From an optimization exercise on the open Yosys and OpenROAD flow, aimed at small area; shortcuts taken in it are not production practice. Only simulation tests tie the RTL to the original design; equivalence was not proved. No activity file was given, so power comes from the tool's default toggle rates.

==> flow/design.v <==
module srqd_core #(
    parameter PULSE_CYCLES = 4       
) (
    input  wire        clk,
    input  wire        rst,          
    input  wire        cmd_valid,
    output wire        cmd_ready,
    input  wire [15:0] cmd_word,
    output wire        rsp_valid,
    output wire [2:0]  rsp_status,
    output wire [1:0]  rsp_info,
    output reg  [31:0] result,
    output reg         fault,
    output wire [1:0]  sr_state,
    output wire [1:0]  qd_state,
    input  wire [5:0]  pin_deny,
    input  wire        notify_fail,
    input  wire        line_fail,
    output reg         sr_data,
    output reg         sr_shclk,
    output reg         sr_latch,
    output wire        sr_oe,
    input  wire        qd_a,
    input  wire        qd_b,
    input  wire        qd_sw,
    output wire        qd_oe,
    output wire        qd_armed
);
    localparam ST_OK       = 3'd0;
    localparam ST_RESOURCE = 3'd1;
    localparam ST_NOTIFY   = 3'd2;
    localparam ST_LINE     = 3'd3;
    localparam ST_LIFE     = 3'd4;
    localparam ST_ILLEGAL  = 3'd5;
    localparam SR_UNCON = 2'd0;
    localparam SR_READY = 2'd1;
    localparam SR_FAIL  = 2'd2;
    localparam SR_TORN  = 2'd3;
    localparam QD_UNCON = 2'd0;
    localparam QD_LIVE  = 2'd1;
    localparam QD_FAIL  = 2'd2;
    localparam QD_REL   = 2'd3;
    localparam M_SRI   = 3'd0;       
    localparam M_SHIFT = 3'd1;       
    localparam M_LAT   = 3'd2;       
    localparam M_IDLE  = 3'd3;
    localparam M_QDI   = 3'd4;       
    localparam M_POLL  = 3'd5;       
    localparam M_ONE   = 3'd6;       
    localparam M_RESP  = 3'd7;
    localparam K_NOP   = 3'd0;
    localparam K_READ  = 3'd2;
    localparam K_RESET = 3'd3;
    localparam K_REL   = 3'd4;
    localparam K_PRE   = 3'd5;
    localparam K_LIFE  = 3'd6;
    localparam K_ILL   = 3'd7;
    localparam P_RISE = 3'd0;
    localparam P_FALL = 3'd4;
    localparam P_DATA = 3'd7;
    reg [2:0]  mode;
    reg [2:0]  ph;
    reg [2:0]  bitn;
    reg        aux;          
    reg [7:0]  imm;
    reg [1:0]  sr_st;
    reg [1:0]  qd_st;
    reg [31:0] count;
    reg        last_a;
    reg        sw_q;
    wire idle = mode[1] & mode[0];
    assign cmd_ready = idle;
    assign rsp_valid = (mode == M_RESP);
    assign sr_state  = sr_st;
    assign qd_state  = qd_st;
    wire sr_up = sr_st[0] ^ sr_st[1];            
    wire qd_up = qd_st[0] ^ qd_st[1];            
    assign sr_oe    = sr_up | (mode == M_SRI && ph != 3'd0);
    assign qd_oe    = qd_up | (mode == M_QDI && ph != 3'd0);
    assign qd_armed = qd_up | (mode == M_QDI && ph == 3'd2);
    wire sw_fall = qd_up & sw_q & ~qd_sw;
    wire [7:0] op   = cmd_word[15:8];
    wire       imm0 = (cmd_word[7:0] == 8'h00);
    wire op_hi = (op[7:6] == 2'b00) & ~op[3];
    wire g_sr  = op_hi & (op[5:4] == 2'b01) & ~op[2];             
    wire g_qd  = op_hi & (op[5:4] == 2'b10) & ~(op[2] & op[1]);   
    wire legal = (g_sr & (imm0 | (~op[1] & op[0])))
               | (g_qd & (imm0 | (op[2] & op[0])));
    wire sr_uncon = (sr_st == SR_UNCON);
    wire qd_uncon = (qd_st == QD_UNCON);
    wire sr_allow = (op[1:0] == 2'b00) ? sr_uncon :
                    (op[1:0] == 2'b11) ? ~sr_uncon : (sr_st == SR_READY);
    wire qd_allow = (op[2:0] == 3'b000) ? qd_uncon :
                    (op[2:0] == 3'b001) ? (qd_st == QD_LIVE) : ~qd_uncon;
    wire allow = op[5] ? qd_allow : sr_allow;
    wire one   = ~legal | ~allow
               | (~op[5] & op[1] & op[0] & (sr_st == SR_TORN))
               | (op[5] & (op[2] | op[1]));
    wire [2:0] n_mode = one ? M_ONE : {op[5], ~op[5] & op[1] & ~op[0], op[0]};
    wire [2:0] n_ph   = one ? ((~legal | ~allow) ? {2'b11, ~legal} : {3{op[5]}} & op[2:0])
                            : {3{op[0] & ~op[5]}};
    wire m_one   = (mode == M_ONE);
    wire m_sri   = (mode == M_SRI);
    wire m_shift = (mode == M_SHIFT);
    wire m_lat   = (mode == M_LAT);
    wire m_qdi   = (mode == M_QDI);
    wire m_poll  = (mode == M_POLL);
    wire ph0 = (ph == 3'd0);
    wire ph1 = (ph == 3'd1);
    wire ph2 = (ph == 3'd2);
    wire ph3 = (ph == 3'd3);
    wire ph4 = (ph == 3'd4);
    wire ph5 = (ph == 3'd5);
    wire ph6 = (ph == 3'd6);
    wire ph7 = (ph == 3'd7);
    wire bit7 = (bitn == 3'd7);
    wire sr_ev = (m_sri & ~ph0) | ((m_shift | m_lat) & ~(ph1 | ph2 | ph3));
    wire qd_ev = (m_qdi & ph2) | m_poll;
    wire ev_fail = (sr_ev | qd_ev) & line_fail;
    wire ok = ~line_fail;
    wire sr_deny = pin_deny[0] | pin_deny[1] | pin_deny[2];
    wire qd_deny = pin_deny[3] | pin_deny[4] | pin_deny[5];
    wire stop_fail = ev_fail & ~(aux & ~mode[2]);
    wire done = m_one
              | (m_sri & ((ph0 & sr_deny) | ph3))
              | (m_shift & ph4 & bit7 & ~aux)
              | (m_lat & ((ph4 & ~aux) | ph7))
              | (m_qdi & ((ph0 & qd_deny) | (ph1 & notify_fail) | ph2))
              | (m_poll & ph1)
              | stop_fail;
    localparam C_OK    = 3'd0;
    localparam C_RES0  = 3'd1;
    localparam C_NOTE  = 3'd2;
    localparam C_LINE  = 3'd3;
    localparam C_RES1  = 3'd4;
    localparam C_RES2  = 3'd5;
    localparam C_LIFE  = 3'd6;
    localparam C_ILL   = 3'd7;
    reg [2:0] rc;
    assign rsp_status = {rc[2] & rc[1], rc[1] & ~rc[2], rc[0] | (rc[2] & ~rc[1])};
    assign rsp_info   = {rc[2] & ~rc[1] & rc[0], rc[2] & ~rc[1] & ~rc[0]};
    wire       acq    = (m_sri | m_qdi) & ph0;
    wire       den0   = m_qdi ? pin_deny[3] : pin_deny[0];
    wire       den1   = m_qdi ? pin_deny[4] : pin_deny[1];
    wire       k_err  = ph[2] & ph[1];                  
    wire [2:0] d_code = acq       ? (den0 ? C_RES0 : den1 ? C_RES1 : C_RES2) :
                        m_one     ? {k_err, k_err, k_err & ph[0]} :
                        stop_fail ? C_LINE :
                        (m_qdi & ph1) ? C_NOTE : C_OK;
    wire ser_bit = imm[3'd7 - bitn];
    wire        dn = (qd_b == aux);
    wire [32:0] tgl;
    assign tgl[0] = m_poll & ph1 & ok & (aux != last_a);
    genvar gi;
    generate
        for (gi = 0; gi < 32; gi = gi + 1) begin : g_tgl
            assign tgl[gi+1] = tgl[gi] & (count[gi] ^ dn);
        end
    endgenerate
    wire cnt_zero = rst | sw_fall | (m_qdi & ph1) | (m_one & (ph == K_RESET));
    wire cnt_pre  = m_one & (ph == K_PRE);
    wire rd       = m_one & (ph == K_READ) & ~rst;
    always @(posedge clk) begin
        sw_q <= qd_sw;
        result <= ({32{rd}} & count) | ({32{~rd & ~rst}} & result);
        count  <= ({32{~cnt_zero & cnt_pre}} & {count[23:0], imm})
                | ({32{~cnt_zero & ~cnt_pre}} & (count ^ tgl[31:0]));
        if (idle) begin
            imm <= cmd_word[7:0];
            aux  <= op[1] & op[0];       
        end else if (m_poll) begin
            aux  <= qd_a;                
        end
        bitn <= {3{~idle}} & (bitn + {2'b00, m_shift & ph4});
        ph <= idle ? n_ph : (m_shift & ph4) ? {3{~bit7}} : ph + 3'd1;
        if ((m_qdi & ph2 & ok) | (m_poll & ph1 & ok)) last_a <= m_qdi ? qd_a : aux;
        if (rst) begin
            mode       <= M_IDLE;
            sr_st      <= SR_UNCON;
            qd_st      <= QD_UNCON;
            rc         <= C_OK;
            fault      <= 1'b0;
            sr_data    <= 1'b0;
            sr_shclk   <= 1'b0;
            sr_latch   <= 1'b0;
        end else begin
            if (idle)
                mode <= cmd_valid ? n_mode : M_IDLE;
            else if (done)
                mode <= M_RESP;
            else if (m_shift & ph4 & bit7)
                mode <= M_LAT;
            if (done) rc <= d_code;
            if (ev_fail) fault <= 1'b1;
            if (ok) begin
                if (m_shift & ph7) sr_data <= ser_bit;
                if (m_lat & ph5)   sr_data <= 1'b0;
                if (m_shift & ph0) sr_shclk <= 1'b1;
                if (m_shift & ph4) sr_shclk <= 1'b0;
                if (m_lat & ph6)   sr_shclk <= 1'b0;
                if (m_lat & ph0)   sr_latch <= 1'b1;
                if (m_lat & (ph4 | ph7)) sr_latch <= 1'b0;
            end
            if (m_sri & ~ph0 & line_fail) sr_st <= SR_FAIL;
            else if (m_sri & ph3)         sr_st <= SR_READY;
            if ((m_shift | m_lat) & stop_fail) sr_st <= SR_FAIL;
            if (m_lat & ph7)              sr_st <= SR_TORN;
            if (m_qdi & ph2)              qd_st <= line_fail ? QD_FAIL : QD_LIVE;
            if (m_poll & line_fail)       qd_st <= QD_FAIL;
            if (m_one & (ph == K_REL))    qd_st <= QD_REL;
        end
    end
endmodule
==> flow/flow/run.sh <==
#!/bin/bash
# The standard layout (standard.sh), with:
#  - synthesis mapped by an area-oriented abc script (flow/synth.tcl), without
#    the half/full-adder extraction step,
#  - ports buffered with the smallest buffer,
#  - a clock tree of small buffers without dummy loads.
# make's output goes to standard.log; each ORFS step logs to orfs/logs.
set -euo pipefail
W=$PWD
bash standard.sh \
  SYNTH_SCRIPT=$W/flow/synth.tcl MY_ABC_SCRIPT=$W/flow/area.abc ADDER_MAP_FILE= SLEW_MARGIN=0 CAP_MARGIN=0 CORE_UTILIZATION=65 PLACE_DENSITY=0.75 \
  "BUFFER_PORTS_ARGS=-buffer_cell sky130_fd_sc_hd__buf_1" \
  "CTS_ARGS=-sink_clustering_enable -repair_clock_nets -dont_use_dummy_load -buf_list sky130_fd_sc_hd__clkbuf_8 -sink_clustering_size 24" \
  finish > standard.log 2>&1
==> flow/flow/area.abc <==
strash; &get -n; &st; &dch -f; &nf -a -R 1000; &put
==> flow/flow/synth.tcl <==
# The standard flow's synthesis (synth_recipe.tcl) with one change: abc maps with the
# area-oriented script in MY_ABC_SCRIPT instead of ORFS's speed script.
proc synth {args} { yosys synth -nofsm -noshare {*}$args }
proc abc {args} {
  set i [lsearch -exact $args -script]
  if { $i >= 0 } { set args [lreplace $args $i [expr {$i + 1}] -script $::env(MY_ABC_SCRIPT)] }
  yosys abc {*}$args
}
source $::env(SCRIPTS_DIR)/synth.tcl
# left out here: clear keep_hierarchy, flatten, clean up, hide names made inside functions, write 1_2_yosys.v
==> flow/standard.sh <==
#!/bin/bash
# synth_recipe.tcl (not shown) runs the flow's synth.tcl, then flattens the netlist and writes it again
# the make line also repeats each setting of config.mk as NAME=value (left out here)
make -C /OpenROAD-flow-scripts/flow DESIGN_CONFIG=/design/flow/config.mk WORK_HOME=/design/flow/orfs CLKGATE_MAP_FILE= SYNTH_SCRIPT=/design/flow/synth_recipe.tcl "${@:-finish}"
==> flow/config.mk <==
export PLATFORM = sky130hd
export DESIGN_NAME = srqd_core
export DESIGN_NICKNAME = srqd_core
export VERILOG_FILES = /design/flow/design.v
export SDC_FILE = /design/flow/constraint.sdc
export NUM_CORES = 4
export LEC_CHECK = 0
export CAP_MARGIN = 20
export CORE_MARGIN = 2
export CORE_UTILIZATION = 40
export PLACE_DENSITY = 0.6
export SLEW_MARGIN = 20
==> flow/constraint.sdc <==
create_clock -name core_clock -period 10.0 [get_ports {clk}]
set_input_delay 2.0000 -clock core_clock [delete_from_list [all_inputs] [get_ports {clk}]]
set_output_delay 2.0000 -clock core_clock [all_outputs]
set_load 0.01 [all_outputs]
==> metrics.yaml <==
status: "no timing/DRC/antenna violations"
crit_path_end_kind: "flip-flop"
synth_area_leaders: "dfxtp_1 40%, xnor2_1 7.2%, edfxtp_1 7.0%"
max_stage_delay_ns: 0.42
clock_skew_ns: 0.0236
ir_drop_mv: 0.153
grt_busiest_layer: "met2"
hold_path_class: "flip-flop to flip-flop"
p_leak_nw: 1.68
synthToLayoutAreaGrowth_pct: 13.3
detail-route-antenna-nets: 0
drcViolationCount: 0
post_cts_buffers: 0
cts.reportedPaths.clkPinSlew_ns: 0.09
cts_tree: "yes"
std_cell_rows: 29
insertion_delay_ns: 0.37
hold_viol_final: 0
powerDensity_nw_per_um2: 204
cts_resized: 0
synth_cell_type_count: 37
design_area_sq_um: 4840
synth_ff_type: "dfxtp_1"
grt-ovfl-total: 0
power_frac_seq_pct: 48.4
ys_seq_elements: 95
synth_top_area_share_pct: 39.8
crit_fanout: 31
p_sw_mw: 0.357
reg2reg_slack_ns: 3.44
cts_buffers: 9
gp_congestion: 0.925
antenna_found_initial: 0
placedCellCount: 631
power_frac_comb_pct: 31.7
port_buffers: 79
synthCells: 472
postPlaceCellArea_sq_um: 4710
final-max-slew-violation-count: 0
grt_util_met3_pct: 3.70
grt_pass1_vias: 3518
clkPwrFrac_pct: 19.9
fillers: 474
min_period_over_period_pct: 74.2
met1_usage_pct: 33.3
start_util_pct: 67.3
maxCapViolCount: 0
synth_edf_count: 10
die_h_um: 85.1
setup_ws_ns: 2.58
required_ns: 10.22
firstDrtPassIters: 5
grt_setup_unrepaired: "false"
hold_buffers: 0
pin_count: 80
wl_per_cell_um: 14.7
die_w_um: 85.1
grt_first_pass_wirelength_mm: 15.8
cp_slowest_cell: "buf_4"
swShare_pct: 36.2
drive_gt1_share_pct: 3.20
drt_iter0_drc: 162
yosysSeqAreaShare_pct: 46.9
synth_area_leader_cell: "dfxtp_1"
setup_viol: 0
avgSynthCellArea_sq_um: 9.05
post-place-ws_ns: 2.30
max_freq_ghz: 0.135
grt_usage_pct: 27.0
worstSetupStartpointType: "input pin"
internal-power_mw: 0.629
dpl.hpwl_mm: 6.76
vias_per_cell: 5.85
tightest_slew_ns: 1.22
dieArea_sq_um: 7240
antenna_cells: 0
coreArea_sq_um: 6350
yosys_warnings: 1
grt_max_degree: 33
cts_max_path_buffers: 2
mappedNetlistArea_sq_um: 4270
finalCriticalPeriod_ns: 7.42
grt_util_met2_pct: 46.7
fin_nets: 595
cts_root_buf: "clkbuf_8"
cp.arrival_ns: 7.64
drt_wl_total_mm: 9.44
via_count: 3744
finalSetupTns_ns: 0
finalNonFillerCells: 640
crit_type: "input pin to flip-flop"
synthArstFlopShare_pct: 0
max_slew_margin_pct: 18.9
syn-num-nets: 502
htree_levels: 3
clock_sinks: 95
## cell families after synthesis
group / after synthesis / share of synthesized area, %
flip-flops: 95 / 46.9
buffers and inverters: 7 / 0.615
AO/OA/AOI/OAI: 126 / 19.1
multiplexers: 5 / 1.76
XOR/XNOR: 67 / 13.7
AND/OR/NAND/NOR: 172 / 17.9
## power by group through the flow
stage	logic, mW	registers, mW	clock network (mW)
4_1_cts	0.311	0.476	0.198
2_1_floorplan	0.236	0.472	0
5_1_grt	0.352	0.483	0.209
3_5_place_dp	0.307	0.484	0
6_report	0.312	0.477	0.196
3_3_place_gp	0.301	0.482	0
## final cells by class
cell class | instances | area, sq um | area share (%)
inverter | 7 | 26.3 | 0.543
timing repair buffer | 82 | 319 | 6.59
multi-input combinational | 370 | 2270 | 46.9
sequential | 95 | 2000 | 41.4
tap | 77 | 96.3 | 1.99
clock buffer | 9 | 124 | 2.56
## cells in the final DEF (no fill, tap or decap), types with 3 or more instances in the layout
master and count:
dfxtp_1 85, buf_1 79, nand2_1 76, o21ai_0 47, nor2_1 39, xnor2_1 35
a22o_1 32, xor2_1 31, a21oi_1 21, nand3_1 15, nor3_1 10, edfxtp_1 10
a31oi_1 9, clkbuf_8 9, clkinv_1 7, nor2b_1 6, and3_1 4, nor3b_1 3
nand2b_1 3, a211oi_1 3, nor4_1 3, and2_0 3, mux2i_1 3, buf_4 3
## flip-flops by register name, indices dropped and copies added (netlist names)
register,flops
qd_st,2
ph,3
rc,3
aux,1
sr_latch,1
count,32
sw_q,1
sr_st,2
last_a,1
mode,3
fault,1
imm,8
sr_data,1
result,32
bitn,3
sr_shclk,1
## per-stage QoR
step	power [mW]	util (%)	hold WS (ns)
2_1_floorplan	0.709	-	0.438
3_3_place_gp	0.783	74.2	0.451
3_5_place_dp	0.791	74.2	0.461
4_1_cts	0.985	76.2	0.477
5_1_grt	1.04	76.2	0.502
6_report	0.986	76.2	0.471
## synthesized netlist by cell type, drive strengths merged (2+ instances only)
cell type,count
dfxtp,85
nand2,76
o21ai,47
nor2,41
xnor2,35
a22o,32
xor2,32
a21oi,22
nand3,15
edfxtp,10
nor3,10
a31oi,9
clkinv,7
nor2b,6
and3,4
a211oi,3
and2,3
mux2i,3
nand2b,3
nor3b,3
nor4,3
a311oi,2
a32oi,2
and3b,2
mux4,2
nand4,2
o311a,2
or2,2
## worst max-delay path: cells and delay by family
family,cells,cell delay (ns)
AND/OR/NAND/NOR,25,4.43
buffers and inverters,2,0.63
XOR/XNOR,3,0.47
AO/OA/AOI/OAI,1,0.08
## path summary, 6_finish.rpt
check | depth (start not counted) | to | startpoint
worst min register to register | 2 | fault | fault
worst max-delay path | 31 | count[31] | qd_b
worst max register to register | 31 | count[31] | ph[0]
worst min-delay path | 2 | fault | fault
## per-layer routing
metal | up-vias | wire length [um]
met5 | - | 0
met2 | 113 | 4700
met4 | 0 | 188
li1 | 1865 | -
met1 | 1747 | 4180
met3 | 19 | 369

-- what the ideal ports hide --
No port has a modelled driver above. Below, the same layout with a new extraction and two added sets of constraints. Step 1 sets driving cells, clkbuf_16 on the clock port and buf_2 on the other inputs (assumed; they add their load-dependent delay and slew). Step 2 moves the port delays by t, midway between the first and last clock arrival at a register: inputs arrive t later, outputs are due t later. That takes back most of the time a late clock gives input paths. Three values: no drivers, after step 1, after step 2; two values: the first two.
shift t [ns]: 0.386
setup slack, ns: 2.582 / 2.592 / 2.206
worst setup path at the end: input to register
slew at the worst register clock pin (ns): 0.09 / 0.09
cell pins on the clock port's net: 1
After both steps setup and hold are still met in this run. The setup slack of this run moves by +0.010 ns with the drivers and by -0.376 ns with both steps.
